Background: an optimization exercise with open tools, aiming at a short achievable clock period and few clock cycles. Do not read the settings as production practice.
In this exercise RTL edits were held to simulation tests only and were not proved equivalent to the original.
Power is estimated from default activity; no workload was simulated.

$ cat design.v
module lcd_packer (
    input  wire         clk,
    input  wire         rst,
    input  wire         sq_valid,
    input  wire [131:0] sq_data,    
    input  wire [7:0]   sq_end,     
    input  wire [2:0]   sq_endf,    
    input  wire         sq_clr,     
    output wire         sq_pop,
    output reg          out_valid,
    output wire [15:0]  out_data,
    output wire         out_last,
    input  wire         out_ready,
    output reg  [9:0]   wtaken      
);
    reg [131:0] acc;
    reg [7:0]   nb;        
    reg         g16, g32, g48;   
    reg [9:0]   wc;        
    reg         wc_end;    
    reg [16:0]  q0, q1;    
    reg [16:0]  q0s;       
    reg         qfull;     
    wire emit  = g16 && !qfull;
    wire merge = sq_valid && (emit ? !g32 : !g16);
    assign sq_pop = merge;
    wire [16:0] w_new = {wc_end, acc[131:116]};
    wire        pop   = out_valid && out_ready;
    assign out_data  = q0[15:0];
    assign out_last  = q0[16];
    always @(posedge clk) begin
        if (rst) begin
            acc       <= 132'd0;
            nb        <= 8'd0;
            g16       <= 1'b0;
            g32       <= 1'b0;
            g48       <= 1'b0;
            wc        <= 10'd0;
            wc_end    <= 1'b0;
            out_valid <= 1'b0;
            qfull     <= 1'b0;
            wtaken    <= 10'd0;
        end else begin
            if (merge && sq_clr)
                acc <= 132'd0;
            else
                acc <= (emit ? {acc[115:0], 16'd0} : acc) | (merge ? sq_data : 132'd0);
            if (merge) begin
                nb  <= sq_end;
                g16 <= sq_endf[0];
                g32 <= sq_endf[1];
                g48 <= sq_endf[2];
            end else if (emit) begin
                nb  <= {nb[7:4] - 4'd1, nb[3:0]};
                g16 <= g32;
                g32 <= g48;
                g48 <= (nb >= 8'd64);
            end
            if (merge && sq_clr) begin
                wc     <= 10'd0;
                wc_end <= 1'b0;
            end else if (emit) begin
                wc     <= wc_end ? 10'd0 : wc + 10'd1;
                wc_end <= (wc == 10'd574);
            end
            out_valid <= emit || qfull || (out_valid && !pop);
            qfull     <= !pop && (qfull || (emit && out_valid));
            if (pop)
                wtaken <= wtaken + 10'd1;
        end
        if (pop)
            q0 <= qfull ? q1 : w_new;
        else
            q0 <= out_valid ? q0s : w_new;
        if (pop ? 1'b1 : !out_valid)
            q0s <= pop ? (qfull ? q1 : w_new) : w_new;
        if (emit && !pop && out_valid)
            q1 <= w_new;
    end
endmodule
module lcd_frame (
    input  wire         clk,
    input  wire         rst,
    input  wire         in_valid,
    input  wire [116:0] in_bits,
    input  wire [3:0]   in_off,
    input  wire [7:0]   in_end,
    input  wire [2:0]   in_endf,
    input  wire         in_clr,
    output reg          out_valid,
    output wire [131:0] out_data,
    output wire [7:0]   out_end,
    output wire [2:0]   out_endf,
    output wire         out_clr,
    input  wire         out_pop
);
    reg [131:0] d0, d1, d2;
    reg [11:0]  e0, e1, e2;        
    reg [1:0]   wp, rp;
    reg [2:0]   count;
    wire [131:0] aligned = {in_bits, 15'd0} >> in_off;
    assign out_data = (rp == 2'd0) ? d0 : (rp == 2'd1) ? d1 : d2;
    wire [11:0] eh  = (rp == 2'd0) ? e0 : (rp == 2'd1) ? e1 : e2;
    assign out_end  = eh[7:0];
    assign out_endf = eh[10:8];
    assign out_clr  = eh[11];
    wire [2:0] count_n = count + {2'd0, in_valid} - {2'd0, out_pop};
    always @(posedge clk) begin
        if (rst) begin
            count     <= 3'd0;
            out_valid <= 1'b0;
            wp        <= 2'd0;
            rp        <= 2'd0;
        end else begin
            count     <= count_n;
            out_valid <= (count_n != 3'd0);
            if (in_valid)
                wp <= (wp == 2'd2) ? 2'd0 : wp + 2'd1;
            if (out_pop)
                rp <= (rp == 2'd2) ? 2'd0 : rp + 2'd1;
        end
        if (in_valid) begin
            case (wp)
                2'd0: begin d0 <= aligned; e0 <= {in_clr, in_endf, in_end}; end
                2'd1: begin d1 <= aligned; e1 <= {in_clr, in_endf, in_end}; end
                default: begin d2 <= aligned; e2 <= {in_clr, in_endf, in_end}; end
            endcase
        end
    end
endmodule
module lcd_draw (
    input  wire        clk,
    input  wire        rst,
    input  wire        cmd_valid,
    output wire        cmd_ready,
    input  wire [7:0]  cmd_op,
    input  wire [15:0] cmd_a,
    input  wire [15:0] cmd_b,
    input  wire [15:0] cmd_c,
    input  wire [15:0] cmd_d,
    input  wire [15:0] cmd_e,
    output reg         rsp_valid,
    output reg  [7:0]  rsp_status,
    output wire        out_valid,
    output wire [15:0] out_data,
    output wire        out_last,
    input  wire        out_ready
);
    localparam [7:0] OP_PUSH     = 8'h01;
    localparam [7:0] OP_TEARDOWN = 8'h02;
    localparam [7:0] OP_WRREG    = 8'h10;
    localparam [7:0] OP_WRDAT8   = 8'h11;
    localparam [7:0] OP_WRDAT16  = 8'h12;
    localparam [7:0] OP_SETWIN   = 8'h20;
    localparam [7:0] OP_ARMRAM   = 8'h21;
    localparam [7:0] OP_SETCUR   = 8'h22;
    localparam [7:0] OP_POINT    = 8'h30;
    localparam [7:0] OP_FILL     = 8'h31;
    localparam [7:0] OP_CLEAR    = 8'h32;
    localparam [7:0] OP_LINE     = 8'h33;
    localparam [7:0] OP_RECT     = 8'h34;
    localparam [7:0] OP_FRECT    = 8'h35;
    localparam [7:0] OP_CIRCLE   = 8'h36;
    localparam [7:0] OP_INIT     = 8'h50;
    localparam [7:0] OP_SETCOLORS= 8'h51;
    localparam [7:0] ST_OK   = 8'h00;
    localparam [7:0] ST_OPEN = 8'hFE;   
    localparam [7:0] ST_ARG  = 8'hFD;   
    localparam [7:0] RAMCMD = 8'h2C;
    localparam [7:0] COLCMD = 8'h2A;
    localparam [7:0] ROWCMD = 8'h2B;
    localparam [4:0] G_IDLE  = 5'd0;
    localparam [4:0] G_CHK   = 5'd1;
    localparam [4:0] G_CHK2  = 5'd2;
    localparam [4:0] G_DEC   = 5'd3;
    localparam [4:0] G_FILL  = 5'd4;
    localparam [4:0] G_FEND  = 5'd5;
    localparam [4:0] G_LS0   = 5'd6;
    localparam [4:0] G_LS1   = 5'd7;
    localparam [4:0] G_LS2   = 5'd8;
    localparam [4:0] G_LS3   = 5'd9;
    localparam [4:0] G_LS4   = 5'd10;
    localparam [4:0] G_LA    = 5'd11;
    localparam [4:0] G_LB    = 5'd12;
    localparam [4:0] G_LPLOT = 5'd13;
    localparam [4:0] G_CITER = 5'd14;
    localparam [4:0] G_CPREP = 5'd15;
    localparam [4:0] G_CPLOT = 5'd16;
    localparam [4:0] G_CNEXT = 5'd17;
    localparam [4:0] G_CUPD1 = 5'd18;
    localparam [4:0] G_CUPD2 = 5'd19;
    localparam [4:0] G_DONE  = 5'd20;
    localparam [4:0] G_CHK3  = 5'd21;
    localparam [4:0] G_LS0B  = 5'd22;
    localparam [4:0] G_LS2B  = 5'd23;
    localparam [4:0] G_LS4B  = 5'd24;
    localparam [4:0] G_LA2   = 5'd25;
    localparam [4:0] G_CPREP2= 5'd26;
    localparam [4:0] G_CUPD1B= 5'd27;
    localparam [2:0] K_FRAME = 3'd0;    
    localparam [2:0] K_ARM   = 3'd1;
    localparam [2:0] K_RAW   = 3'd2;
    localparam [2:0] K_D16   = 3'd3;
    localparam [2:0] K_FILLD = 3'd4;
    localparam [2:0] K_CLEAR = 3'd5;
    localparam [3:0] SQ_DEPTH = 4'd3;
    localparam [2:0] RQ_DEPTH = 3'd4;
    reg  [87:0] cq_hd;
    reg         cq_hv;
    reg         cmd_ready_r;
    assign cmd_ready = cmd_ready_r;
    wire        cq_acc = cmd_valid && cmd_ready_r;
    wire        cq_pop;
    wire        cq_hv_n = (cq_hv && !cq_pop) || cq_acc;
    always @(posedge clk) begin
        if (!cq_hv) cq_hd <= {cmd_op, cmd_a, cmd_b, cmd_c, cmd_d, cmd_e};
        if (rst) begin
            cq_hv       <= 1'b0;
            cmd_ready_r <= 1'b0;
        end else begin
            cq_hv       <= cq_hv_n;
            cmd_ready_r <= !cq_hv_n;
        end
    end
    reg        ready;
    reg        orient;
    reg [15:0] fg;
    reg [4:0]  gst;
    reg [15:0] ra, rb, rc, rd, re;
    reg [7:0]  st;               
    reg        c_known, c_raw, c_d16, c_win, c_arm, c_cur, c_pt, c_fill, c_fchk,
               c_line, c_rect, c_circ, c_tear, c_init, c_setc;
    reg        c_single;         
    reg [8:0]  raw_cw;
    reg        bad_fill, bad_init, bad_circ;
    reg        st_ok, k_resp, k_single, k_fill;
    reg [8:0]  fxl, fyl;             
    reg         fr_valid;
    reg [2:0]   fr_kind;
    reg [6:0]   fr_len;
    reg [15:0]  fr_x0, fr_y0, fr_x1, fr_y1, fr_col;
    reg         fr_orient;
    reg [8:0]   fr_raw;
    reg [2:0]   fr_m;
    reg         f2_valid;
    reg [116:0] f2_bits;
    reg [3:0]   f2_off;
    reg [7:0]   f2_end;
    reg [2:0]   f2_endf;
    reg         f2_clr;
    reg [3:0]   f2_wadd;
    reg [3:0]  soff;
    reg [9:0]  wg;
    reg [3:0]  sq_cred;
    reg [2:0]  rq_cred;
    wire       seg_room = (sq_cred != 4'd0);
    wire       rsp_room = (rq_cred != 3'd0);
    reg        pend1, pend2, pend3;
    reg [7:0]  pend1_st, pend2_st, pend3_st;
    reg [15:0] fwm1, fhm1;           
    reg [13:0] fq;                   
    reg [13:0] fq_m1, fwq_m1;        
    reg [15:0] frow_m1;
    reg        fq_zero, fq_one;
    reg        fwq_zero, fwq_one;    
    reg [15:0] frow;                 
    reg        frow_zero, frow_one;
    reg [6:0]  flast_len;            
    reg [2:0]  flast_m;
    reg [15:0] lx1, ly1, lx2, ly2, lx, ly, adx, ady, ldist, lcnt;
    reg [16:0] dxp, dyp;
    reg [15:0] dxm, dym;
    reg        adx_gt;
    reg        sxn, syn;
    reg [17:0] ex, ey, kx, ky;
    reg [8:0]  dxl, dyl, dxml, dyml;
    reg [8:0]  g1l, g2l, h1l, h2l;           
    reg [16:0] dxy, dxy1, dyx, dyx1;         
    reg        adx_z, ady_z;
    reg [9:0]  exl, eyl;                     
    reg [15:0] lx_n, ly_n;                   
    reg        lcnt_zero, lcnt_one;
    reg [15:0] lcnt_m1;
    reg [1:0]  side;
    reg signed [17:0] cx, cy, cyi, ndxy;       
    reg signed [17:0] cx_p, cy_m, ndxy_m1, ndxy_m2;
    reg signed [19:0] cd, ca, cb;              
    reg signed [19:0] cd_a, cd_b, ca_4, cb_4, cb_8;
    reg        cneg;
    reg        cfill;
    reg [15:0] yrem;
    reg        yi_last;
    reg [2:0]  ck;
    reg [15:0] cpx, cpy;                     
    reg [8:0]  cpxl, cpyl;
    reg [10:0] cdal, cdbl;
    reg        rq;               
    reg        done;             
    always @(*) begin
        rq = 1'b0;
        done = 1'b0;
        case (gst)
        G_DEC: begin
            if (k_resp) begin
                done = rsp_room;
            end else if (k_single) begin
                rq = seg_room && rsp_room;
                done = rq;
            end else if (k_fill) begin
                rq = seg_room;
            end
        end
        G_FILL, G_FEND, G_LPLOT, G_CPLOT: rq = seg_room;
        G_DONE: done = rsp_room;
        default: ;
        endcase
    end
    wire sq_pop;
    wire rsend;
    assign cq_pop = (gst == G_IDLE) && cq_hv;
    wire [15:0] h_a = cq_hd[79:64];
    wire [15:0] h_b = cq_hd[63:48];
    wire [15:0] h_c = cq_hd[47:32];
    wire [15:0] h_d = cq_hd[31:16];
    wire [15:0] h_e = cq_hd[15:0];
    wire [7:0]  h_op = cq_hd[87:80];
    reg h_known;
    always @(*) begin
        case (h_op)
            OP_PUSH, OP_TEARDOWN, OP_WRREG, OP_WRDAT8, OP_WRDAT16,
            OP_SETWIN, OP_ARMRAM, OP_SETCUR, OP_POINT, OP_FILL,
            OP_CLEAR, OP_LINE, OP_RECT, OP_FRECT, OP_CIRCLE,
            OP_INIT, OP_SETCOLORS: h_known = 1'b1;
            default: h_known = 1'b0;
        endcase
    end
    wire [15:0] offx = ck[2] ? cyi[15:0] : cx[15:0];
    wire [15:0] offy = ck[2] ? cx[15:0] : cyi[15:0];
    wire [15:0] oxs  = ck[0] ? ~offx : offx;
    wire [15:0] oys  = ck[1] ? ~offy : offy;
    always @(posedge clk) begin
        if (rst) begin
            gst        <= G_IDLE;
            ready      <= 1'b0;
            orient     <= 1'b0;
            fg         <= 16'd0;
            fr_valid   <= 1'b0;
            st         <= ST_OK;
        end else begin
            fr_valid <= rq;
            case (gst)
            G_IDLE: begin
                c_known <= h_known;
                c_raw  <= (h_op == OP_PUSH) || (h_op == OP_WRREG) || (h_op == OP_WRDAT8);
                c_d16  <= (h_op == OP_WRDAT16);
                c_win  <= (h_op == OP_SETWIN);
                c_arm  <= (h_op == OP_ARMRAM);
                c_cur  <= (h_op == OP_SETCUR);
                c_pt   <= (h_op == OP_POINT);
                c_fill <= (h_op == OP_FILL) || (h_op == OP_FRECT) || (h_op == OP_CLEAR);
                c_fchk <= (h_op == OP_FILL) || (h_op == OP_FRECT);
                c_line <= (h_op == OP_LINE);
                c_rect <= (h_op == OP_RECT);
                c_circ <= (h_op == OP_CIRCLE);
                c_tear <= (h_op == OP_TEARDOWN);
                c_init <= (h_op == OP_INIT);
                c_setc <= (h_op == OP_SETCOLORS);
                raw_cw <= (h_op == OP_PUSH)  ? h_a[15:7] :
                          (h_op == OP_WRREG) ? {1'b0, h_a[7:0]} : {1'b1, h_a[7:0]};
                if (h_op == OP_CLEAR) begin
                    ra <= 16'd0; rb <= 16'd0; rc <= 16'd239; rd <= 16'd319; re <= h_a;
                end else if (h_op == OP_FRECT) begin
                    ra <= h_a; rb <= h_b; rc <= h_c; rd <= h_d; re <= fg;
                end else begin
                    ra <= h_a; rb <= h_b; rc <= h_c; rd <= h_d; re <= h_e;
                end
                if (cq_hv) gst <= G_CHK;
            end
            G_CHK: begin
                fxl      <= {1'b0, rc[7:0]} + {1'b0, ~ra[7:0]} + 9'd1;
                fyl      <= {1'b0, rd[7:0]} + {1'b0, ~rb[7:0]} + 9'd1;
                bad_init <= (ra[7:0] > 8'd1);
                bad_circ <= c_circ && (rd[7:0] > 8'd1);
                c_single <= c_init || c_tear || c_raw || c_arm || c_d16 || c_win || c_cur || c_pt;
                fr_kind   <= c_raw ? K_RAW : c_arm ? K_ARM : c_d16 ? K_D16 :
                             (c_init || c_tear) ? K_CLEAR : K_FRAME;
                fr_len    <= (c_raw || c_arm) ? 7'd9 : c_d16 ? 7'd18 :
                             (c_init || c_tear) ? 7'd0 : c_win ? 7'd90 :
                             (c_cur || c_fill) ? 7'd99 : 7'd117;
                fr_x0     <= ra;
                fr_y0     <= rb;
                fr_x1     <= (c_win || c_fill) ? rc : ra;
                fr_y1     <= (c_win || c_fill) ? rd : rb;
                fr_col    <= c_d16 ? ra : rc;
                fr_orient <= orient;
                fr_raw    <= raw_cw;
                side <= 2'd0;
                lx1 <= ra; ly1 <= rb; lx2 <= rc; ly2 <= c_rect ? rb : rd;
                cfill <= rd[0];
                cx    <= 18'sd0;
                cy    <= $signed({2'b00, rc});
                ndxy  <= $signed({2'b00, rc});
                cd    <= 20'sd3 - $signed({3'd0, rc, 1'b0});
                ca    <= 20'sd6;
                cb    <= 20'sd10 - $signed({2'd0, rc, 2'b00});
                gst <= G_CHK2;
            end
            G_CHK2: begin
                {bad_fill, fwm1[15:8]} <= {1'b0, rc[15:8]} + {1'b0, ~ra[15:8]} + {8'd0, fxl[8]};
                fwm1[7:0] <= fxl[7:0];
                {st_ok, fhm1[15:8]}    <= {1'b0, rd[15:8]} + {1'b0, ~rb[15:8]} + {8'd0, fyl[8]};
                fhm1[7:0] <= fyl[7:0];
                gst <= G_CHK3;
            end
            G_CHK3: begin
                st <= !c_known ? ST_ARG :
                      c_init ? (bad_init ? ST_ARG : ST_OK) :
                      c_setc ? ST_OK :
                      !ready ? ST_OPEN :
                      ((c_fchk && !(bad_fill && st_ok)) || bad_circ) ? ST_ARG : ST_OK;
                k_resp   <= !c_known || (c_init && bad_init) || c_setc ||
                            (!c_init && (!ready || (c_fchk && !(bad_fill && st_ok)) || bad_circ));
                k_single <= c_single;
                k_fill   <= c_fill;
                fq        <= fwm1[15:2];
                fq_m1     <= fwm1[15:2] - 14'd1;
                fwq_m1    <= fwm1[15:2] - 14'd1;
                frow_m1   <= fhm1 - 16'd1;
                fq_zero   <= (fwm1[15:2] == 14'd0);
                fq_one    <= (fwm1[15:2] == 14'd1);
                fwq_zero  <= (fwm1[15:2] == 14'd0);
                fwq_one   <= (fwm1[15:2] == 14'd1);
                frow      <= fhm1;
                frow_zero <= (fhm1 == 16'd0);
                frow_one  <= (fhm1 == 16'd1);
                flast_m   <= {1'b0, fwm1[1:0]} + 3'd1;
                case (fwm1[1:0])
                    2'd0: flast_len <= 7'd18;
                    2'd1: flast_len <= 7'd36;
                    2'd2: flast_len <= 7'd54;
                    default: flast_len <= 7'd72;
                endcase
                gst <= G_DEC;
            end
            G_DEC: begin
                if (k_resp) begin
                    if (done) begin
                        if (c_setc) fg <= ra;
                        gst <= G_IDLE;
                    end
                end else if (c_single) begin
                    if (done) begin
                        if (c_init) begin orient <= ra[0]; ready <= 1'b1; end
                        if (c_tear) ready <= 1'b0;
                        gst <= G_IDLE;
                    end
                end else if (c_fill) begin
                    if (rq) gst <= G_FILL;
                end else if (c_line || c_rect) begin
                    gst <= G_LS0;
                end else begin
                    gst <= G_CITER;
                end
            end
            G_FILL: begin
                fr_kind <= K_FILLD;
                fr_col  <= re;
                fr_m    <= fq_zero ? flast_m : 3'd4;
                fr_len  <= fq_zero ? flast_len : 7'd72;
                if (rq) begin
                    if (!fq_zero) begin
                        fq      <= fq_m1;
                        fq_m1   <= fq_m1 - 14'd1;
                        fq_zero <= fq_one;
                        fq_one  <= (fq == 14'd2);
                    end else if (frow_zero) begin
                        gst <= G_FEND;
                    end else begin
                        frow      <= frow_m1;
                        frow_m1   <= frow_m1 - 16'd1;
                        frow_zero <= frow_one;
                        frow_one  <= (frow == 16'd2);
                        fq        <= fwm1[15:2];
                        fq_m1     <= fwq_m1;
                        fq_zero   <= fwq_zero;
                        fq_one    <= fwq_one;
                    end
                end
            end
            G_FEND: begin
                fr_kind <= K_FRAME;
                fr_len  <= 7'd99;
                fr_x0   <= 16'd0;
                fr_y0   <= 16'd0;
                fr_x1   <= 16'd239;
                fr_y1   <= 16'd319;
                if (rq) gst <= G_DONE;
            end
            G_LS0: begin
                dxl  <= {1'b0, lx2[7:0]} + {1'b0, ~lx1[7:0]} + 9'd1;
                dyl  <= {1'b0, ly2[7:0]} + {1'b0, ~ly1[7:0]} + 9'd1;
                dxml <= {1'b0, lx1[7:0]} + {1'b0, ~lx2[7:0]} + 9'd1;
                dyml <= {1'b0, ly1[7:0]} + {1'b0, ~ly2[7:0]} + 9'd1;
                lx  <= lx1;
                ly  <= ly1;
                gst <= G_LS0B;
            end
            G_LS0B: begin
                {dxp[16], dxp[15:8]} <= {1'b1, lx2[15:8]} + {1'b0, ~lx1[15:8]} + {8'd0, dxl[8]};
                dxp[7:0] <= dxl[7:0];
                {dyp[16], dyp[15:8]} <= {1'b1, ly2[15:8]} + {1'b0, ~ly1[15:8]} + {8'd0, dyl[8]};
                dyp[7:0] <= dyl[7:0];
                dxm <= {lx1[15:8] + ~lx2[15:8] + {7'd0, dxml[8]}, dxml[7:0]};
                dym <= {ly1[15:8] + ~ly2[15:8] + {7'd0, dyml[8]}, dyml[7:0]};
                gst <= G_LS1;
            end
            G_LS1: begin
                sxn <= dxp[16];
                syn <= dyp[16];
                adx <= dxp[16] ? dxm : dxp[15:0];
                ady <= dyp[16] ? dym : dyp[15:0];
                gst <= G_LS2;
            end
            G_LS2: begin
                g1l   <= {1'b0, adx[7:0]} + {1'b0, ~ady[7:0]} + 9'd1;
                g2l   <= {1'b0, adx[7:0]} + {1'b0, ~ady[7:0]};
                h1l   <= {1'b0, ady[7:0]} + {1'b0, ~adx[7:0]} + 9'd1;
                h2l   <= {1'b0, ady[7:0]} + {1'b0, ~adx[7:0]};
                adx_z <= (adx == 16'd0);
                ady_z <= (ady == 16'd0);
                gst   <= G_LS2B;
            end
            G_LS2B: begin
                dxy  <= {{1'b0, adx[15:8]} + {1'b1, ~ady[15:8]} + {8'd0, g1l[8]}, g1l[7:0]};
                dxy1 <= {{1'b0, adx[15:8]} + {1'b1, ~ady[15:8]} + {8'd0, g2l[8]}, g2l[7:0]};
                dyx  <= {{1'b0, ady[15:8]} + {1'b1, ~adx[15:8]} + {8'd0, h1l[8]}, h1l[7:0]};
                dyx1 <= {{1'b0, ady[15:8]} + {1'b1, ~adx[15:8]} + {8'd0, h2l[8]}, h2l[7:0]};
                gst  <= G_LS3;
            end
            G_LS3: begin
                if (!dxy1[16]) begin
                    ldist <= adx;
                    kx    <= 18'd0;
                    ex    <= {18{1'b1}};
                    ky    <= {dyx[16], dyx};
                    ey    <= {dyx1[16], dyx1};
                    lcnt_zero <= adx_z;
                end else begin
                    ldist <= ady;
                    ky    <= 18'd0;
                    ey    <= {18{1'b1}};
                    kx    <= {dxy[16], dxy};
                    ex    <= {dxy1[16], dxy1};
                    lcnt_zero <= ady_z;
                end
                lcnt <= dxy1[16] ? ady : adx;
                gst  <= G_LA;
            end
            G_LA: begin
                exl  <= {1'b0, ex[8:0]} + {1'b0, ex[17] ? adx[8:0] : kx[8:0]};
                eyl  <= {1'b0, ey[8:0]} + {1'b0, ey[17] ? ady[8:0] : ky[8:0]};
                lx_n <= sxn ? lx - 16'd1 : lx + 16'd1;
                ly_n <= syn ? ly - 16'd1 : ly + 16'd1;
                lcnt_m1  <= lcnt - 16'd1;
                lcnt_one <= (lcnt == 16'd1);
                gst  <= G_LA2;
            end
            G_LA2: begin
                ex <= {ex[17:9] + (ex[17] ? {2'b00, adx[15:9]} : kx[17:9]) + {8'd0, exl[9]}, exl[8:0]};
                ey <= {ey[17:9] + (ey[17] ? {2'b00, ady[15:9]} : ky[17:9]) + {8'd0, eyl[9]}, eyl[8:0]};
                if (!ex[17]) lx <= lx_n;
                if (!ey[17]) ly <= ly_n;
                gst <= G_LPLOT;
            end
            G_LPLOT: begin
                fr_kind <= K_FRAME;
                fr_len  <= 7'd117;
                fr_x0   <= lx;
                fr_y0   <= ly;
                fr_x1   <= lx;
                fr_y1   <= ly;
                fr_col  <= fg;
                case (side)
                    2'd0: begin lx1 <= ra; ly1 <= rb; lx2 <= ra; ly2 <= rd; end
                    2'd1: begin lx1 <= ra; ly1 <= rd; lx2 <= rc; ly2 <= rd; end
                    default: begin lx1 <= rc; ly1 <= rb; lx2 <= rc; ly2 <= rd; end
                endcase
                if (rq) begin
                    if (!lcnt_zero) begin
                        lcnt      <= lcnt_m1;
                        lcnt_zero <= lcnt_one;
                        gst       <= G_LA;
                    end else if (c_rect && side != 2'd3) begin
                        side <= side + 2'd1;
                        gst  <= G_LS0;
                    end else begin
                        gst <= G_DONE;
                    end
                end
            end
            G_CITER: begin
                cyi     <= cfill ? cx : cy;
                ck      <= 3'd0;
                yrem    <= cfill ? ndxy[15:0] : 16'd0;
                yi_last <= !cfill || (ndxy == 18'sd0);
                if (ndxy[17])
                    gst <= G_DONE;       
                else
                    gst <= G_CPREP;
            end
            G_CPREP: begin
                cpxl <= {1'b0, ra[7:0]} + {1'b0, oxs[7:0]} + {8'd0, ck[0]};
                cpyl <= {1'b0, rb[7:0]} + {1'b0, oys[7:0]} + {8'd0, ck[1]};
                gst  <= G_CPREP2;
            end
            G_CPREP2: begin
                cpx <= {ra[15:8] + oxs[15:8] + {7'd0, cpxl[8]}, cpxl[7:0]};
                cpy <= {rb[15:8] + oys[15:8] + {7'd0, cpyl[8]}, cpyl[7:0]};
                gst <= G_CPLOT;
            end
            G_CPLOT: begin
                fr_kind <= K_FRAME;
                fr_len  <= 7'd117;
                fr_x0   <= cpx;
                fr_y0   <= cpy;
                fr_x1   <= cpx;
                fr_y1   <= cpy;
                fr_col  <= fg;
                if (rq) begin
                    ck <= ck + 3'd1;
                    if (ck == 3'd7) gst <= G_CNEXT;
                    else            gst <= G_CPREP;
                end
            end
            G_CNEXT: begin
                cyi     <= cyi + 18'sd1;
                yrem    <= yrem - 16'd1;
                yi_last <= (yrem == 16'd1);
                if (yi_last)
                    gst <= G_CUPD1;
                else
                    gst <= G_CPREP;
            end
            G_CUPD1: begin
                cneg    <= cd[19];
                cdal    <= {1'b0, cd[9:0]} + {1'b0, ca[9:0]};
                cdbl    <= {1'b0, cd[9:0]} + {1'b0, cb[9:0]};
                ca_4    <= ca + 20'sd4;
                cb_4    <= cb + 20'sd4;
                cb_8    <= cb + 20'sd8;
                cx_p    <= cx + 18'sd1;
                cy_m    <= cy - 18'sd1;
                ndxy_m1 <= ndxy - 18'sd1;
                ndxy_m2 <= ndxy - 18'sd2;
                gst     <= G_CUPD1B;
            end
            G_CUPD1B: begin
                cd_a <= {cd[19:10] + ca[19:10] + {9'd0, cdal[10]}, cdal[9:0]};
                cd_b <= {cd[19:10] + cb[19:10] + {9'd0, cdbl[10]}, cdbl[9:0]};
                gst  <= G_CUPD2;
            end
            G_CUPD2: begin
                cd   <= cneg ? cd_a : cd_b;
                ca   <= ca_4;
                cb   <= cneg ? cb_4 : cb_8;
                cx   <= cx_p;
                if (!cneg) cy <= cy_m;
                ndxy <= cneg ? ndxy_m1 : ndxy_m2;
                gst  <= G_CITER;
            end
            G_DONE: begin
                if (done) gst <= G_IDLE;
            end
            default: gst <= G_IDLE;
            endcase
        end
    end
    wire [8:0] c_first  = {1'b0, fr_orient ? ROWCMD : COLCMD};
    wire [8:0] c_second = {1'b0, fr_orient ? COLCMD : ROWCMD};
    wire [116:0] frame13 = {c_first, 1'b1, fr_y0[15:8], 1'b1, fr_y0[7:0], 1'b1, fr_y1[15:8], 1'b1, fr_y1[7:0],
                            c_second, 1'b1, fr_x0[15:8], 1'b1, fr_x0[7:0], 1'b1, fr_x1[15:8], 1'b1, fr_x1[7:0],
                            1'b0, RAMCMD, 1'b1, fr_col[15:8], 1'b1, fr_col[7:0]};
    wire [17:0]  pix    = {1'b1, fr_col[15:8], 1'b1, fr_col[7:0]};
    wire [116:0] pix4   = {pix, pix, pix, pix, 45'd0};
    reg  [116:0] fmask;
    always @(*) begin
        case (fr_len)
            7'd90:   fmask = {{90{1'b1}}, 27'd0};
            7'd99:   fmask = {{99{1'b1}}, 18'd0};
            default: fmask = {117{1'b1}};
        endcase
    end
    reg  [116:0] pmask;
    always @(*) begin
        case (fr_m)
            3'd1:    pmask = {{18{1'b1}}, 99'd0};
            3'd2:    pmask = {{36{1'b1}}, 81'd0};
            3'd3:    pmask = {{54{1'b1}}, 63'd0};
            default: pmask = {{72{1'b1}}, 45'd0};
        endcase
    end
    reg [116:0] fbits;
    always @(*) begin
        case (fr_kind)
            K_FRAME: fbits = frame13 & fmask;
            K_ARM:   fbits = {1'b0, RAMCMD, 108'd0};
            K_RAW:   fbits = {fr_raw, 108'd0};
            K_D16:   fbits = {pix, 99'd0};
            K_FILLD: fbits = pix4 & pmask;
            default: fbits = 117'd0;
        endcase
    end
    wire [7:0] s_sum  = {4'd0, soff} + {1'b0, fr_len};
    wire       fr_clr = (fr_kind == K_CLEAR);
    always @(posedge clk) begin
        if (rst) begin
            f2_valid <= 1'b0;
            soff     <= 4'd0;
            wg       <= 10'd0;
        end else begin
            f2_valid <= fr_valid;
            if (fr_valid)
                soff <= fr_clr ? 4'd0 : s_sum[3:0];
            if (f2_valid && !f2_clr)
                wg <= wg + {6'd0, f2_wadd};
        end
        f2_bits <= fbits;
        f2_off  <= soff;
        f2_end  <= fr_clr ? 8'd0 : s_sum;
        f2_endf <= fr_clr ? 3'd0 : {s_sum >= 8'd48, s_sum >= 8'd32, s_sum >= 8'd16};
        f2_clr  <= fr_clr;
        f2_wadd <= s_sum[7:4];
    end
    always @(posedge clk) begin
        if (rst) begin
            sq_cred <= SQ_DEPTH;
            rq_cred <= RQ_DEPTH;
        end else begin
            sq_cred <= sq_cred - {3'd0, rq} + {3'd0, sq_pop};
            rq_cred <= rq_cred - {2'd0, done} + {2'd0, rsend};
        end
    end
    wire         sq_valid, sq_clr;
    wire [131:0] sq_data;
    wire [7:0]   sq_end;
    wire [2:0]   sq_endf;
    wire [9:0]   wtaken;
    lcd_frame u_frame (
        .clk(clk), .rst(rst),
        .in_valid(f2_valid), .in_bits(f2_bits), .in_off(f2_off),
        .in_end(f2_end), .in_endf(f2_endf), .in_clr(f2_clr),
        .out_valid(sq_valid), .out_data(sq_data), .out_end(sq_end),
        .out_endf(sq_endf), .out_clr(sq_clr), .out_pop(sq_pop)
    );
    lcd_packer u_packer (
        .clk(clk), .rst(rst),
        .sq_valid(sq_valid), .sq_data(sq_data), .sq_end(sq_end),
        .sq_endf(sq_endf), .sq_clr(sq_clr), .sq_pop(sq_pop),
        .out_valid(out_valid), .out_data(out_data), .out_last(out_last),
        .out_ready(out_ready), .wtaken(wtaken)
    );
    reg [7:0]  rs0, rs1, rs2, rs3;
    reg [9:0]  rt0, rt1, rt2, rt3;
    reg [3:0]  rok;
    reg [1:0]  rq_wp, rq_rp;
    reg        rq_nz;
    reg [2:0]  rq_n;
    wire [7:0] rh_s = (rq_rp == 2'd0) ? rs0 : (rq_rp == 2'd1) ? rs1 : (rq_rp == 2'd2) ? rs2 : rs3;
    wire [9:0] rd0 = wtaken - rt0;
    wire [9:0] rd1 = wtaken - rt1;
    wire [9:0] rd2 = wtaken - rt2;
    wire [9:0] rd3 = wtaken - rt3;
    assign rsend = rq_nz && rok[rq_rp];
    wire [2:0] rq_n_n = rq_n + {2'd0, pend3} - {2'd0, rsend};
    always @(posedge clk) begin
        if (rst) begin
            pend1      <= 1'b0;
            pend2      <= 1'b0;
            pend3      <= 1'b0;
            rq_wp      <= 2'd0;
            rq_rp      <= 2'd0;
            rq_n       <= 3'd0;
            rq_nz      <= 1'b0;
            rok        <= 4'd0;
            rsp_valid  <= 1'b0;
            rsp_status <= 8'd0;
        end else begin
            pend1 <= done;
            pend2 <= pend1;
            pend3 <= pend2;
            rq_n  <= rq_n_n;
            rq_nz <= (rq_n_n != 3'd0);
            if (pend3) rq_wp <= rq_wp + 2'd1;
            if (rsend) rq_rp <= rq_rp + 2'd1;
            rsp_valid  <= rsend;
            rsp_status <= rh_s;
            rok[0] <= !(pend3 && rq_wp == 2'd0) && !rd0[9];
            rok[1] <= !(pend3 && rq_wp == 2'd1) && !rd1[9];
            rok[2] <= !(pend3 && rq_wp == 2'd2) && !rd2[9];
            rok[3] <= !(pend3 && rq_wp == 2'd3) && !rd3[9];
        end
        pend1_st <= st;
        pend2_st <= pend1_st;
        pend3_st <= pend2_st;
        if (pend3) begin
            case (rq_wp)
                2'd0: begin rs0 <= pend3_st; rt0 <= wg; end
                2'd1: begin rs1 <= pend3_st; rt1 <= wg; end
                2'd2: begin rs2 <= pend3_st; rt2 <= wg; end
                default: begin rs3 <= pend3_st; rt3 <= wg; end
            endcase
        end
    end
endmodule
$ cat flow/run.sh
#!/bin/bash
# Layout flow: the standard flow (standard.sh, unchanged synthesis, floorplan,
# power grid, placement, CTS and routing), with two resizer settings changed:
#   MATCH_CELL_FOOTPRINT=0  lets timing repair resize cells to other footprints
#   BUFFER_PORTS_ARGS       buffers the ports with buf_4 instead of the default pick
# Each make step writes its own log under orfs/logs; the make output goes to standard.log.
set -euo pipefail
bash standard.sh MATCH_CELL_FOOTPRINT=0 "BUFFER_PORTS_ARGS=-buffer_cell sky130_fd_sc_hd__buf_4" finish > standard.log 2>&1
$ cat standard.sh
#!/bin/bash
# synth_recipe.tcl (not shown) runs the flow's synth.tcl, then flattens the netlist and writes it again
# the make line also repeats each setting of config.mk as NAME=value (left out here)
make -C /OpenROAD-flow-scripts/flow DESIGN_CONFIG=/design/flow/config.mk WORK_HOME=/design/flow/orfs CLKGATE_MAP_FILE= SYNTH_SCRIPT=/design/flow/synth_recipe.tcl "${@:-finish}"
$ cat config.mk
export PLATFORM = sky130hd
export DESIGN_NAME = lcd_draw
export DESIGN_NICKNAME = lcd_draw
export VERILOG_FILES = /design/flow/design.v
export SDC_FILE = /design/flow/constraint.sdc
export NUM_CORES = 4
export LEC_CHECK = 0
export ABC_CLOCK_PERIOD_IN_PS = 2000
export CAP_MARGIN = 20
export CORE_MARGIN = 2
export CORE_UTILIZATION = 50
export CTS_CLUSTER_DIAMETER = 100
export CTS_CLUSTER_SIZE = 30
export SETUP_SLACK_MARGIN = 4.7
export SLEW_MARGIN = 20
export TNS_END_PERCENT = 100
$ cat constraint.sdc
create_clock -name core_clock -period 7.0 [get_ports {clk}]
set_input_delay 1.4000 -clock core_clock [delete_from_list [all_inputs] [get_ports {clk}]]
set_output_delay 1.4000 -clock core_clock [all_outputs]
set_load 0.01 [all_outputs]
==> summary.txt, run 1 <==
Top FF cell, synth=edfxtp_1; worst r2r src=ck[2]$_SDFFCE_PP0P_; Slew Limit Fails=0; Sink Count=2204; Hold Worst Slack=0.340 ns; grt ovf=0; CP Data Arrival Time=1.41 ns; vias in the first global route=65842; worst reg2reg setup slack=4.19 ns; H-tree Lvls=3; CTS Buffer Depth=3; pin count of the biggest net entering global routing=150; drc violations=0; area leader, netlist=edfxtp_1; met1 Use GR=38.6%; DRT Pass-1 Iters=6; synthesis-stage register bit count=2204; VDD IR max=0.242 mV; sequential area share after synthesis=60.2%; final cell count without fillers=11872; crit path to=out_valid; via count=69267; Routed Antenna Nets=0; largest family of logic cells by synthesized area=simple AND/OR/NAND/NOR gates; Startpoint Class=flop; dpl hpwl=190000 µm; number of synthesized flops with an enable pin=1817; asr flop ratio synth=0%; setup TNS=0 ns; final hold violation count=0; initial DRC count=6536; Syn Std Cell Area=104000 µm²; vias per cell=5.83; CTS clock-pin slew for the worst setup and hold paths=0.11 ns; cell count after synthesis=8668; max cap viols=0; Clock Skews=0.0523 ns; die area=211000 µm²; met3 Use GR=3.53%; R2R Path End=cpxl[6]$_DFFE_PP_; Ys Warns=3; Core ar.=206000 µm²; CTS tree=built; Starting Density=50.2%; Die W=459 µm; share of cells above drive strength 1=19.4%; first-pass GRT wire length=430000 µm; pwr dens=290 nW/µm²; Pleak=43.4 nW; Area growth, synth to finish=15.7%; status=timing/DRC/antenna clean; Worst EP required=5.60 ns; largest fanout on the critical path=2; Layout Nets=9578; initial antenna violation count=20; Worst Setup Slack, final=4.19 ns; crit path kind=flop to primary output; top post-synthesis cells by count=edfxtp_1, nand2_1, o21ai_0, nor2_1, mux2i_1; post-synthesis compound-gate area fraction=8.88%; Die H=459 µm; RSZ-0062 raised after global routing=true; Post-Place Cells=11161; synth top area cells=edfxtp_1, dfxtp_1, mux2i_1; Slew @ Worst Pin=1.06 ns; Max Freq=0.356 GHz; total track usage=27.2%; syn avg cell area=11.9 µm²; post-synthesis simple-gate area fraction=11.0%; HP Class=flop to flop; relative slew slack=29.2%; top-area cell type share of the netlist area=52.7%; Worst Setup End Kind=primary output; Fillers=16693; Root Buffer=clkbuf_16; WL/cell=25.1 µm; XOR/XNOR Fraction of Synth Area=4.52%; Adder-Cell Fraction of Synth Area=5.09%; Row Count=167; Synthesized Nets=9152; CTS Buf Count=93; Final min period=2.81 ns; I/O pin count=120; Hold Startpoint=pend2_st[1]$_DFF_P_; WL final=298000 µm; top-count cell post-synth=edfxtp_1; proportion of synthesized area in mux cells=7.23%; final setup violating endpoints=0; Synth cell types=89; GR met2 Demand/Resource=42.7%; GPL Wtd Cong=0.950; fin crit share=40.1%; GRT Max-Usage Layer=met2; number of port buffers=119; worst setup path start=u_packer.out_valid$_SDFF_PP0_; pre-CTS setup slack=2.66 ns; worst skew pair latency=0.79 ns; cts hold-fix bufs=0; R2R cell count=12
==> kinds of logic after synthesis <==
group	Yosys count
mux	685
buf+inv	829
fa+ha+maj	392
simple gates	2479
compound gates	1545
flops	2204
xor+xnor	534
==> how the worst min path moves through the flow <==
stage | end | slack, ns | cells past startpoint
2_1_floorplan | pend2_st[0]$_DFF_P_ | 0.31 | 0
3_3_place_gp | pend3_st[6]$_DFF_P_ | 0.32 | 0
3_5_place_dp | pend3_st[1]$_DFF_P_ | 0.32 | 0
4_1_cts | pend3_st[0]$_DFF_P_ | 0.34 | 0
5_1_grt | pend3_st[0]$_DFF_P_ | 0.34 | 0
6_report | pend3_st[1]$_DFF_P_ | 0.34 | 0
==> flip-flops by register name, summed over array words and instances, names as in the netlist, 20 cells and up <==
register,flops
cb_4,20
ca,20
u_frame.d2,132
u_frame.d1,132
cd,20
u_frame.d0,132
cq_hd,88
cb,20
ca_4,20
cd_a,20
u_packer.acc,132
cd_b,20
f2_bits,105
==> power breakdown <==
part | internal (W) | leakage, nW | switching (W) | total (W)
sequential | 0.0162 | 19.9 | 0.00129 | 0.0175
clock | 0.00280 | 1.46 | 0.00425 | 0.00705
combinational | 0.00390 | 22.0 | 0.00624 | 0.0101
total | 0.0229 | 43.4 | 0.0118 | 0.0347
==> metrics by stage <==
step,util [%],power [W],cell area [µm²]
6_report,58.0,0.0347,120000
5_1_grt,58.0,0.0361,120000
4_1_cts,56.5,0.0340,117000
3_3_place_gp,52.0,0.0258,107000
2_1_floorplan,-,0.0226,104000
3_5_place_dp,52.0,0.0259,107000
==> timing repair <==
| action | 4_1_cts | 5_1_grt |
|---|---|---|
| pin swaps | 234 | 231 |
| gates resized for setup | 784 | 376 |
| endpoints found under the setup margin | 2469 | 1297 |
| buffers inserted | 304 | 186 |
| gates cloned | 38 | 13 |
==> final cells by class <==
| type | instances | area [µm²] | area share (%) |
|---|---|---|---|
| tap | 2704 | 3380 | 2.82 |
| inverter | 387 | 1530 | 1.28 |
| timing repair buffer | 759 | 7670 | 6.40 |
| timing repair inverter | 3 | 33.8 | 0.0282 |
| clock inverter | 38 | 484 | 0.404 |
| clock buffer | 124 | 2530 | 2.11 |
| antenna | 7 | 17.5 | 0.0146 |
| sequential | 2204 | 62400 | 52.1 |
| multi-input combinational | 5646 | 41700 | 34.8 |
==> cell usage in the layout, fill, tap and decap left out, types with 210 or more instances in the layout <==
cell	instances
a21oi_1	329
nor2_1	447
ha_1	286
nand2_1	1060
xnor2_1	278
dfxtp_1	347
inv_1	323
xor2_1	210
mux2i_1	447
edfxtp_1	1817
o21ai_0	463
buf_4	521
==> critical path, cell delays in order, from the launching register on <==
cell	delay, ns
dfxtp_4	0.37
buf_12	0.13
buf_6	0.11
==> layer usage <==
metal | part of all wire, % | vias to the layer above | routed length [µm]
met3 | 6.8 | 472 | 20300
li1 | - | 31940 | -
met1 | 43 | 34465 | 129000
met5 | 0.036 | - | 107
met4 | 4.4 | 16 | 13200
met2 | 46 | 2374 | 136000
Testbench counts, summed over its fixed seeds: cycles 327,100.
==> inputs of run 2 (changes only) <==
--- a/design.v
+++ b/design.v
@@ -23,2 +23,3 @@
     reg         qfull;     
+    reg         qne;       
     wire emit  = g16 && !qfull;
@@ -27,3 +28,3 @@
     wire [16:0] w_new = {wc_end, acc[131:116]};
-    wire        pop   = out_valid && out_ready;
+    wire        pop   = qne && out_ready;
     assign out_data  = q0[15:0];
@@ -40,2 +41,3 @@
             out_valid <= 1'b0;
+            qne       <= 1'b0;
             qfull     <= 1'b0;
@@ -66,3 +68,4 @@
             out_valid <= emit || qfull || (out_valid && !pop);
-            qfull     <= !pop && (qfull || (emit && out_valid));
+            qne       <= emit || qfull || (qne && !pop);
+            qfull     <= !pop && (qfull || (emit && qne));
             if (pop)
@@ -73,6 +76,6 @@
         else
-            q0 <= out_valid ? q0s : w_new;
-        if (pop ? 1'b1 : !out_valid)
+            q0 <= qne ? q0s : w_new;
+        if (pop ? 1'b1 : !qne)
             q0s <= pop ? (qfull ? q1 : w_new) : w_new;
-        if (emit && !pop && out_valid)
+        if (emit && !pop && qne)
             q1 <= w_new;
@@ -199,2 +202,3 @@
     localparam [4:0] G_CUPD1B= 5'd27;
+    localparam [4:0] G_CPREP0= 5'd28;
     localparam [2:0] K_FRAME = 3'd0;    
@@ -211,3 +215,3 @@
     assign cmd_ready = cmd_ready_r;
-    wire        cq_acc = cmd_valid && cmd_ready_r;
+    wire        cq_acc = cmd_valid && !cq_hv;
     wire        cq_pop;
@@ -218,3 +222,3 @@
             cq_hv       <= 1'b0;
-            cmd_ready_r <= 1'b0;
+            cmd_ready_r <= 1'b1;
         end else begin
@@ -280,2 +284,3 @@
     reg [9:0]  exl, eyl;                     
+    reg [8:0]  exh_op, eyh_op;               
     reg [15:0] lx_n, ly_n;                   
@@ -295,2 +300,4 @@
     reg [8:0]  cpxl, cpyl;
+    reg [15:0] oxs_r, oys_r;
+    reg        ox_c, oy_c;
     reg [10:0] cdal, cdbl;
@@ -561,2 +568,4 @@
                 eyl  <= {1'b0, ey[8:0]} + {1'b0, ey[17] ? ady[8:0] : ky[8:0]};
+                exh_op <= ex[17] ? {2'b00, adx[15:9]} : kx[17:9];
+                eyh_op <= ey[17] ? {2'b00, ady[15:9]} : ky[17:9];
                 lx_n <= sxn ? lx - 16'd1 : lx + 16'd1;
@@ -568,4 +577,4 @@
             G_LA2: begin
-                ex <= {ex[17:9] + (ex[17] ? {2'b00, adx[15:9]} : kx[17:9]) + {8'd0, exl[9]}, exl[8:0]};
-                ey <= {ey[17:9] + (ey[17] ? {2'b00, ady[15:9]} : ky[17:9]) + {8'd0, eyl[9]}, eyl[8:0]};
+                ex <= {ex[17:9] + exh_op + {8'd0, exl[9]}, exl[8:0]};
+                ey <= {ey[17:9] + eyh_op + {8'd0, eyl[9]}, eyl[8:0]};
                 if (!ex[17]) lx <= lx_n;
@@ -608,7 +617,14 @@
                 else
-                    gst <= G_CPREP;
+                    gst <= G_CPREP0;
+            end
+            G_CPREP0: begin
+                oxs_r <= oxs;
+                oys_r <= oys;
+                ox_c  <= ck[0];
+                oy_c  <= ck[1];
+                gst   <= G_CPREP;
             end
             G_CPREP: begin
-                cpxl <= {1'b0, ra[7:0]} + {1'b0, oxs[7:0]} + {8'd0, ck[0]};
-                cpyl <= {1'b0, rb[7:0]} + {1'b0, oys[7:0]} + {8'd0, ck[1]};
+                cpxl <= {1'b0, ra[7:0]} + {1'b0, oxs_r[7:0]} + {8'd0, ox_c};
+                cpyl <= {1'b0, rb[7:0]} + {1'b0, oys_r[7:0]} + {8'd0, oy_c};
                 gst  <= G_CPREP2;
@@ -616,4 +632,4 @@
             G_CPREP2: begin
-                cpx <= {ra[15:8] + oxs[15:8] + {7'd0, cpxl[8]}, cpxl[7:0]};
-                cpy <= {rb[15:8] + oys[15:8] + {7'd0, cpyl[8]}, cpyl[7:0]};
+                cpx <= {ra[15:8] + oxs_r[15:8] + {7'd0, cpxl[8]}, cpxl[7:0]};
+                cpy <= {rb[15:8] + oys_r[15:8] + {7'd0, cpyl[8]}, cpyl[7:0]};
                 gst <= G_CPLOT;
@@ -631,3 +647,3 @@
                     if (ck == 3'd7) gst <= G_CNEXT;
-                    else            gst <= G_CPREP;
+                    else            gst <= G_CPREP0;
                 end
@@ -641,3 +657,3 @@
                 else
-                    gst <= G_CPREP;
+                    gst <= G_CPREP0;
             end
--- a/config.mk
+++ b/config.mk
@@ -11,4 +11,4 @@
 export CORE_UTILIZATION = 50
-export CTS_CLUSTER_DIAMETER = 100
-export CTS_CLUSTER_SIZE = 30
+export CTS_CLUSTER_DIAMETER = 80
+export CTS_CLUSTER_SIZE = 24
 export SETUP_SLACK_MARGIN = 4.7
==> run 2 against run 1 <==
Against the previous run: wire length up 5.7%; register-to-register slack better by 0.098 ns; synthesized area is 2.0% higher; critical endpoint is now rsp_status[7]; hold slack lost 0.0081 ns; maximum frequency is 3.2% higher; worst setup slack better by 0.086 ns; count of clock-buffer cells in the layout increased by 41; clock power is 26% higher; critical path depth down 1; die area up 2.0%; global-route usage rose by 0.31 points; still clean.
==> summary.txt, run 2 <==
asr flop ratio synth=0%; CP Data Arrival Time=1.32 ns; critical path cell sequence=buf_4; GRT Max-Usage Layer=met2; die area=215000 µm²; Max Freq=0.367 GHz; synth top area cells=edfxtp_1, dfxtp_1, mux2i_1; Layout Nets=9770; final hold violation count=0; crit path kind=flop to primary output; status=timing/DRC/antenna clean; cell count after synthesis=8816; met1 Use GR=38.9%; CTS clock-pin slew for the worst setup and hold paths=0.08 ns; RSZ-0062 raised after global routing=true; Die W=464 µm; largest fanout on the critical path=6; Worst Hold Depth=0; initial DRC count=8262; Ys Warns=3; Clock Skews=0.0392 ns; share of cells above drive strength 1=19.9%; Area growth, synth to finish=17.5%; Sink Count=2255; CTS Buffer Depth=3; CTS Buf Count=133; I/O pin count=120; VDD IR max=0.332 mV; number of synthesized flops with an enable pin=1867; setup TNS=0 ns; Root Buffer=clkbuf_16; leading cell types in the layout, fill and taps excluded=edfxtp_1, nand2_1, o21ai_0; Worst EP required=5.60 ns; DRT Pass-1 Iters=7; fin crit share=38.9%; first-pass GRT wire length=445000 µm; CP max stage cell=dfxtp_4; total track usage=27.6%; max cap viols=0; vias per cell=5.90; worst reg2reg setup slack=4.29 ns; R2R cell count=15; Row Count=168; relative slew slack=13.0%; final cell count without fillers=12195; Synth cell types=97; WL final=316000 µm; Routed Antenna Nets=0; synthesis-stage register bit count=2255; Core ar.=210000 µm²; Synthesized Nets=9302; Post-Place Cells=11405; most common cell after layout, fill and taps aside=edfxtp_1; sequential area share after synthesis=60.4%; Startpoint Class=flop; cts hold-fix bufs=0; Die H=464 µm; via count=71915; Final min period=2.72 ns; area leader, netlist=edfxtp_1; number of port buffers=119; worst skew pair latency=0.84 ns; top-area cell type share of the netlist area=53.1%; CP Buf/Inv Count=1; Slew @ Worst Pin=1.30 ns; H-tree Lvls=4; syn avg cell area=12.0 µm²; dpl hpwl=197000 µm; drc violations=0; Slew Limit Fails=0; final setup violating endpoints=0; Fillers=16888; Top delay family on crit path=flip-flops; Syn Std Cell Area=106000 µm²; grt ovf=0; Starting Density=50.3%; pwr dens=312 nW/µm²; HP Class=flop to flop; WL/cell=25.9 µm; met3 Use GR=3.13%; CTS tree=built; vias in the first global route=67422; top post-synthesis cells by count=edfxtp_1, nand2_1, o21ai_0, nor2_1, mux2i_1; Pleak=45.0 nW; Worst Setup End Kind=primary output; top-count cell post-synth=edfxtp_1; GPL Wtd Cong=0.975; Top FF cell, synth=edfxtp_1; Worst path max stage delay=0.37 ns; initial antenna violation count=15; pin count of the biggest net entering global routing=142; Critical Path Stages=1; GR met2 Demand/Resource=43.1%
[run 2: worst paths after layout]
path / from / endpoint
setup / recovery: rsp_status[6]$_SDFF_PP0_ / rsp_status[7]
hold / removal: pend2_st[6]$_DFF_P_ / pend3_st[6]$_DFF_P_
setup reg to reg: sq_cred[2]$_SDFF_PP0_ / rq_cred[2]$_SDFF_PP1_
hold reg to reg: pend2_st[6]$_DFF_P_ / pend3_st[6]$_DFF_P_
[run 2: final cells by class]
cell class / count / area [µm²] / share of cell area, %
repair inverters: 1 / 8.76 / 0.00706
flip-flops and latches: 2255 / 63900 / 51.5
clock buffers: 165 / 3660 / 2.95
clock inverters: 70 / 813 / 0.655
repair buffers: 765 / 8270 / 6.66
diodes: 6 / 15.0 / 0.0121
multi-input cells: 5712 / 42200 / 34.0
inverters: 416 / 1640 / 1.32
well taps: 2805 / 3510 / 2.83
[run 2: layer usage]
| metal | up-vias | share of wire (%) | wire (µm) |
|---|---|---|---|
| li1 | 32739 | - | - |
| met1 | 35758 | 42 | 133000 |
| met2 | 2801 | 45 | 143000 |
| met3 | 615 | 6.9 | 21700 |
| met4 | 2 | 5.4 | 17000 |
| met5 | - | 0.0051 | 16 |
[run 2: power by group]
group	internal [W]	switching, W	total [W]
registers	0.0169	0.00156	0.0184
logic	0.00450	0.00690	0.0114
clock network	0.00412	0.00475	0.00887
[run 2: per-stage QoR]
stage | area (µm²) | power (W) | hold WS (ns) | worst slack [ns] | util [%]
2_1_floorplan | 106000 | 0.0240 | 0.310 | 1.06 | -
3_3_place_gp | 110000 | 0.0275 | 0.313 | 3.05 | 52.2
3_5_place_dp | 110000 | 0.0277 | 0.314 | 3.00 | 52.2
4_1_cts | 120000 | 0.0377 | 0.335 | 4.23 | 57.2
5_1_grt | 124000 | 0.0402 | 0.342 | 4.18 | 59.1
6_report | 124000 | 0.0387 | 0.332 | 4.28 | 59.1
[run 2: cells by family after synthesis]
family | synth area share, %
and+or+nand+nor | 11.2
DFF | 60.4
muxes | 6.85
xor gates and xnor gates | 4.23
buffers and inverters | 3.15
adders and majority gates | 5.02
AOI/OAI and AO/OA | 9.11
[run 2: what timing repair did]
item,4_1_cts,5_1_grt
pin swaps,184,217
endpoints found under the setup margin,2561,1564
cloned,43,45
endpoints found under the hold margin,0,0
gates resized for setup,736,483
buffers inserted,291,170
Testbench counts of run 2, summed over its fixed seeds: cycles 327,108.
==> inputs of run 3 (changes only) <==
--- a/config.mk
+++ b/config.mk
@@ -7,3 +7,3 @@
 export LEC_CHECK = 0
-export ABC_CLOCK_PERIOD_IN_PS = 2000
+export ABC_CLOCK_PERIOD_IN_PS = 1500
 export CAP_MARGIN = 20
@@ -13,3 +13,3 @@
 export CTS_CLUSTER_SIZE = 24
-export SETUP_SLACK_MARGIN = 4.7
+export SETUP_SLACK_MARGIN = 5.0
 export SLEW_MARGIN = 20
==> run 3 against run 2 <==
Against the previous run: still clean on timing, DRC and antenna; clock skew is 0.015 ns higher; combinational power grew 34%; hold slack about the same; power grew 10%; critical path depth grew 5; worst setup slack got worse by 0.017 ns; count of clock-buffer cells in the layout unchanged; final cell count rose by 5.2%; global-route usage grew 3.2 points; utilization rose by 7.6 points; first-iteration DRC count increased by 23%; via count grew 9.4%; largest power group unchanged.
==> summary.txt, run 3 <==
initial DRC count=10188; top-count cell post-synth=edfxtp_1; synth top area cells=edfxtp_1, dfxtp_1, mux2i_1; CP Data Arrival Time=3.44 ns; Top FF cell, synth=edfxtp_1; fin crit share=39.1%; final cell count without fillers=12826; Syn Std Cell Area=106000 µm²; WL/cell=28.8 µm; via count=78665; synthesis-stage register bit count=2255; Hold Worst Slack=0.332 ns; Startpoint Class=flop; Slew @ Worst Pin=1.42 ns; cell count after synthesis=8816; syn avg cell area=12.0 µm²; worst skew pair latency=0.84 ns; pin count of the biggest net entering global routing=142; asr flop ratio synth=0%; worst r2r src=c_rect$_DFFE_PP_; RSZ-0062 raised after global routing=true; number of port buffers=119; largest fanout on the critical path=7; relative slew slack=5.49%; top post-synthesis cells by count=edfxtp_1, nand2_1, o21ai_0, nor2_1, mux2i_1; first-pass GRT wire length=491000 µm; pwr dens=305 nW/µm²; H-tree Lvls=4; GPL Wtd Cong=0.975; max cap viols=0; I/O pin count=120; worst setup path start=c_rect$_DFFE_PP_; final setup violating endpoints=0; Clock Skews=0.0545 ns; sequential area share after synthesis=60.4%; WL final=369000 µm; CTS Buf Count=133; total power=0.0427 W; drc violations=0; Final min period=2.74 ns; Sink Count=2255; Synthesized Nets=9302; Worst EP required=7.70 ns; HP Class=flop to flop; vias in the first global route=72669; setup TNS=0 ns; share of cells above drive strength 1=34.6%; Slew Limit Fails=0; vias per cell=6.13; Synth cell types=97; dpl hpwl=197000 µm; Root Buffer=clkbuf_16; Core ar.=210000 µm²; crit path kind=flop to flop; Max Freq=0.365 GHz; DRT Pass-1 Iters=7; Die W=464 µm; status=timing/DRC/antenna clean; Pleak=50.9 nW; Ys Warns=3; CTS clock-pin slew for the worst setup and hold paths=0.09 ns; Hold Startpoint=pend2_st[6]$_DFF_P_; area leader, netlist=edfxtp_1; VDD IR max=0.339 mV; Post-Place Cells=11405; Worst Setup End Kind=flop; grt ovf=0; Layout Nets=10401; Starting Density=50.3%; Routed Antenna Nets=0; number of synthesized flops with an enable pin=1867; initial antenna violation count=9; leading cell types in the layout, fill and taps excluded=edfxtp_1, nand2_1, buf_4; Die H=464 µm; CTS tree=built; Row Count=168; total track usage=30.8%; most common cell after layout, fill and taps aside=edfxtp_1; final hold violation count=0; CTS Buffer Depth=3; die area=215000 µm²; Area growth, synth to finish=32.6%; top-area cell type share of the netlist area=53.1%
-- run 3: power breakdown --
| group | leakage, nW | total, W | switching (W) | internal [W] |
|---|---|---|---|---|
| registers | 20.2 | 0.0185 | 0.00162 | 0.0169 |
| logic | 28.5 | 0.0153 | 0.00869 | 0.00661 |
| clock network | 2.19 | 0.00893 | 0.00481 | 0.00412 |
| total | 50.9 | 0.0427 | 0.0151 | 0.0276 |
-- run 3: cell type report --
cell class,count,area (µm²)
Clock inverter,70,813
Multi-Input combinational cell,5728,49000
Inverter,416,1670
Tap cell,2805,3510
Antenna cell,6,15.0
Clock buffer,165,3660
Sequential cell,2255,63900
Fill cell,14755,69700
Timing Repair Buffer,1380,17400
Timing Repair inverter,1,8.76
-- run 3: kinds of logic after synthesis --
kind of cell             Yosys count  synth area share (%)
buffers and inverters            864                  3.15
AND/OR/NAND/NOR                 2543                  11.2
multiplexers                     661                  6.85
XOR/XNOR                         510                  4.23
AO/OA/AOI/OAI                   1589                  9.11
adder cells (fa/ha/maj)          394                  5.02
flip-flops                      2255                  60.4
-- run 3: timing repair --
action | 4_1_cts | 5_1_grt
endpoints found under the hold margin | 0 | 0
buffers inserted | 620 | 288
setup endpoints to repair | 2961 | 2665
pin swaps | 422 | 514
hold buffers | 0 | 0
gates resized for setup | 1919 | 1512
gates cloned | 166 | 106
-- run 3: final timing paths --
| kind | endpoint | slack [ns] | depth (start not counted) |
|---|---|---|---|
| hold reg to reg | pend3_st[6]$_DFF_P_ | 0.33 | 0 |
| setup / recovery | gst[4]$_SDFFE_PP0P_ | 4.26 | 6 |
| setup reg to reg | gst[4]$_SDFFE_PP0P_ | 4.26 | 6 |
| hold / removal | pend3_st[6]$_DFF_P_ | 0.33 | 0 |
-- run 3: per-layer routing --
metal / share of wire, % / vias up / track usage (%)
met3: 8.9 / 1088 / 4.66
met4: 7.5 / 4 / 16.4
met5: 0.046 / - / 0
met1: 39 / 39150 / 41.8
li1: - / 34099 / -
met2: 45 / 4324 / 47.9
-- run 3: through the flow --
step	worst slack, ns	utilization (%)	area [µm²]
floorplan	1.06	-	106000
detailed placement	3.00	52.2	110000
global placement	3.05	52.2	110000
CTS	4.23	61.8	130000
global route	4.24	66.8	140000
finish	4.26	66.8	140000
-- run 3: worst max-delay path, cell delays in order, from the launching register on --
cell,delay (ns)
edfxtp_1,1.30
nand2b_1,0.23
a21boi_0,0.33
o31a_1,0.20
o221ai_1,0.22
a2bb2oi_2,0.20
nor2_1,0.08
==> inputs of run 4 (changes only) <==
--- a/design.v
+++ b/design.v
@@ -203,2 +203,3 @@
     localparam [4:0] G_CPREP0= 5'd28;
+    localparam [4:0] G_LOP   = 5'd29;
     localparam [2:0] K_FRAME = 3'd0;    
@@ -284,3 +285,3 @@
     reg [9:0]  exl, eyl;                     
-    reg [8:0]  exh_op, eyh_op;               
+    reg [17:0] xop, yop;                     
     reg [15:0] lx_n, ly_n;                   
@@ -563,9 +564,12 @@
                 lcnt <= dxy1[16] ? ady : adx;
-                gst  <= G_LA;
+                gst  <= G_LOP;
+            end
+            G_LOP: begin
+                xop <= ex[17] ? {2'b00, adx} : kx;
+                yop <= ey[17] ? {2'b00, ady} : ky;
+                gst <= G_LA;
             end
             G_LA: begin
-                exl  <= {1'b0, ex[8:0]} + {1'b0, ex[17] ? adx[8:0] : kx[8:0]};
-                eyl  <= {1'b0, ey[8:0]} + {1'b0, ey[17] ? ady[8:0] : ky[8:0]};
-                exh_op <= ex[17] ? {2'b00, adx[15:9]} : kx[17:9];
-                eyh_op <= ey[17] ? {2'b00, ady[15:9]} : ky[17:9];
+                exl  <= {1'b0, ex[8:0]} + {1'b0, xop[8:0]};
+                eyl  <= {1'b0, ey[8:0]} + {1'b0, yop[8:0]};
                 lx_n <= sxn ? lx - 16'd1 : lx + 16'd1;
@@ -577,4 +581,4 @@
             G_LA2: begin
-                ex <= {ex[17:9] + exh_op + {8'd0, exl[9]}, exl[8:0]};
-                ey <= {ey[17:9] + eyh_op + {8'd0, eyl[9]}, eyl[8:0]};
+                ex <= {ex[17:9] + xop[17:9] + {8'd0, exl[9]}, exl[8:0]};
+                ey <= {ey[17:9] + yop[17:9] + {8'd0, eyl[9]}, eyl[8:0]};
                 if (!ex[17]) lx <= lx_n;
@@ -584,2 +588,4 @@
             G_LPLOT: begin
+                xop     <= ex[17] ? {2'b00, adx} : kx;
+                yop     <= ey[17] ? {2'b00, ady} : ky;
                 fr_kind <= K_FRAME;
--- a/config.mk
+++ b/config.mk
@@ -7,3 +7,3 @@
 export LEC_CHECK = 0
-export ABC_CLOCK_PERIOD_IN_PS = 1500
+export ABC_CLOCK_PERIOD_IN_PS = 2000
 export CAP_MARGIN = 20
@@ -13,3 +13,3 @@
 export CTS_CLUSTER_SIZE = 24
-export SETUP_SLACK_MARGIN = 5.0
+export SETUP_SLACK_MARGIN = 4.7
 export SLEW_MARGIN = 20
==> run 4 against run 3 <==
Against the previous run: flip-flop and latch count is 18 higher; highest routed layer is now met4; power is 11% lower; final area is 13% lower; clock skew is 0.012 ns lower; hold slack better by 0.0019 ns; non-clock buffer count is 742 lower; synthesized cell count is 0.51% lower; via count is 12% lower.
==> summary.txt, run 4 <==
vias per cell=5.77; Worst Hold Depth=0; max cap viols=0; Top FF cell, synth=edfxtp_1; Sink Count=2273; CTS Buffer Depth=3; CTS clock-pin slew for the worst setup and hold paths=0.09 ns; CTS tree=built; crit path kind=flop to primary output; Routed Antenna Nets=0; Fillers=17171; final hold violation count=0; Critical Path Stages=1; DRT Pass-1 Iters=6; sequential area share after synthesis=60.9%; setup TNS=0 ns; CP max stage cell=dfxtp_4; first-pass GRT wire length=433000 µm; Root Buffer=clkbuf_16; CP Data Arrival Time=1.35 ns; Die W=464 µm; WL/cell=24.8 µm; Die H=464 µm; VDD IR max=0.305 mV; Core Util, Final=57.9%; grt ovf=0; fin crit share=39.3%; number of synthesized flops with an enable pin=1885; most common cell after layout, fill and taps aside=edfxtp_1; synth top area cells=edfxtp_1, dfxtp_1, mux2i_1; RSZ-0062 raised after global routing=true; Synthesized Nets=9257; H-tree Lvls=4; share of cells above drive strength 1=17.7%; Hold Startpoint=pend2_st[6]$_DFF_P_; cts hold-fix bufs=0; drc violations=0; asr flop ratio synth=0%; area leader, netlist=edfxtp_1; critical path cell sequence=buf_4; Starting Density=50.4%; Row Count=168; cell count after synthesis=8771; GPL Wtd Cong=0.950; number of port buffers=119; initial antenna violation count=5; synthesis-stage register bit count=2273; cell area after placement=110000 µm²; worst r2r src=ady[8]$_DFFE_PP_; register area=64500 µm²; pwr dens=311 nW/µm²; Worst EP required=5.60 ns; Worst Setup Slack, final=4.25 ns; worst setup path start=rsp_status[6]$_SDFF_PP0_; via count=69390; final cell count without fillers=12027; initial DRC count=7173; Area growth, synth to finish=15.0%; largest fanout on the critical path=6; total track usage=26.8%; Top delay family on crit path=flip-flops; vias in the first global route=66301; Final min period=2.75 ns; Core ar.=210000 µm²; pin count of the biggest net entering global routing=243; I/O pin count=120; Slew @ Worst Pin=1.09 ns; CP Buf/Inv Count=1; fin area=121000 µm²; top post-synthesis cells by count=edfxtp_1, nand2_1, o21ai_0, mux2i_1, nor2_1; Pleak=43.7 nW; area taken by multi-input logic gates=41100 µm²; die area=215000 µm²; top-count cell post-synth=edfxtp_1; Layout Nets=9597; top-area cell type share of the netlist area=53.6%; Ys Warns=3; CTS Buf Count=133; Syn Std Cell Area=106000 µm²; relative slew slack=27.3%; dpl hpwl=192000 µm; Synth cell types=97; leading cell types in the layout, fill and taps excluded=edfxtp_1, nand2_1, o21ai_0; R2R cell count=12; Max Freq=0.364 GHz; worst skew pair latency=0.85 ns; Worst Setup End Kind=primary output; pre-CTS setup slack=2.46 ns; Startpoint Class=flop; Clock Skews=0.0426 ns; Post-Place Cells=11361; Slew Limit Fails=0; final setup violating endpoints=0; WL final=298000 µm; Worst path max stage delay=0.37 ns; syn avg cell area=12.0 µm²; HP Class=flop to flop; status=timing/DRC/antenna clean
run 4: cell families (layout without fill, tap and decap cells):
kind of cell / Yosys count / after routing / synth area share, %
flip-flops: 2273 / 2273 / 60.9
XOR/XNOR: 544 / 544 / 4.52
buffers and inverters: 840 / 1275 / 3.07
AO/OA/AOI/OAI: 1561 / 1564 / 8.78
adder cells (fa/ha/maj): 395 / 395 / 5.03
multiplexers: 657 / 657 / 6.81
other: 0 / 5 / 0
AND/OR/NAND/NOR: 2501 / 2509 / 10.9
run 4: area by class of cell:
| class | instances | share of cell area, % |
|---|---|---|
| sequential | 2273 | 53.1 |
| multi-input combinational | 5669 | 33.8 |
| clock buffer | 169 | 2.99 |
| timing repair buffer | 638 | 5.23 |
| clock inverter | 72 | 0.698 |
| inverter | 396 | 1.30 |
| antenna | 5 | 0.0103 |
| tap | 2805 | 2.89 |
run 4: through the flow:
step | total power (W) | hold WS [ns]
2_1_floorplan | 0.0238 | 0.310
3_3_place_gp | 0.0272 | 0.314
3_5_place_dp | 0.0273 | 0.314
4_1_cts | 0.0372 | 0.338
5_1_grt | 0.0394 | 0.348
6_report | 0.0378 | 0.333
run 4: repair_timing:
item                                     CTS  global route
gates resized for setup                  599           336
buffers inserted                         243           134
endpoints found under the setup margin  2658          1051
pin swaps                                160           195
endpoints found under the hold margin      0             0
gates cloned                              32            11
run 4: power by group:
| part | total [W] | switching, W | internal (W) |
|---|---|---|---|
| clock | 0.00887 | 0.00479 | 0.00408 |
| combinational | 0.0106 | 0.00655 | 0.00408 |
| sequential | 0.0183 | 0.00138 | 0.0169 |
| total | 0.0378 | 0.0127 | 0.0251 |
run 4: layer usage:
layer  share of wire (%)  vias up  global-route usage (%)
li1                    -    32172                       -
met1                  43    34423                    37.8
met2                  46     2306                    42.2
met3                 6.4      489                    3.50
met4                 4.3        0                    10.4
met5                   0        -                       0
run 4: worst paths after layout:
path	end	slack (ns)
min reg2reg	pend3_st[6]$_DFF_P_	0.33
min	pend3_st[6]$_DFF_P_	0.33
max	rsp_status[6]	4.25
max reg2reg	dyx1[15]$_DFFE_PP_	4.28
Testbench counts of run 4, summed over its fixed seeds: cycles 327,187.

re-timing with driven ports:
The results above use ideal ports. As a check the final layouts listed here were re-extracted and re-timed, cells and wires unchanged. Step 1 (the two cells are an assumption about what drives the block):
set clk [get_ports {clk}]
set_driving_cell -lib_cell sky130_fd_sc_hd__clkbuf_16 $clk
set_driving_cell -lib_cell sky130_fd_sc_hd__buf_2 [delete_from_list [all_inputs] $clk]
Step 2 moves the port delays by t, midway between the first and last clock arrival at a register: inputs arrive t later, outputs are due t later. That takes back most of the time a late clock gives input paths. a / b / c = ideal ports / drivers / drivers and shift; a / b = the first two.
run	t (ns)	slack for setup (ns)	worst setup path at the end	worst data-port slew with drivers (ns)	pins driven straight from the clock port
run 1	0.873	4.192 / 4.096 / 3.706	input to register	0.29	1
run 2	0.911	4.277 / 4.183 / 3.775	input to register	0.09	1
run 3	0.916	4.260 / 4.199 / 3.793	input to register	0.16	1
run 4	0.932	4.252 / 4.155 / 3.667	input to register	0.28	1
After both steps every run listed still meets setup and hold. For run 4, which loses most, drivers alone change the setup slack by -0.097 ns; drivers and shift together by -0.585 ns.
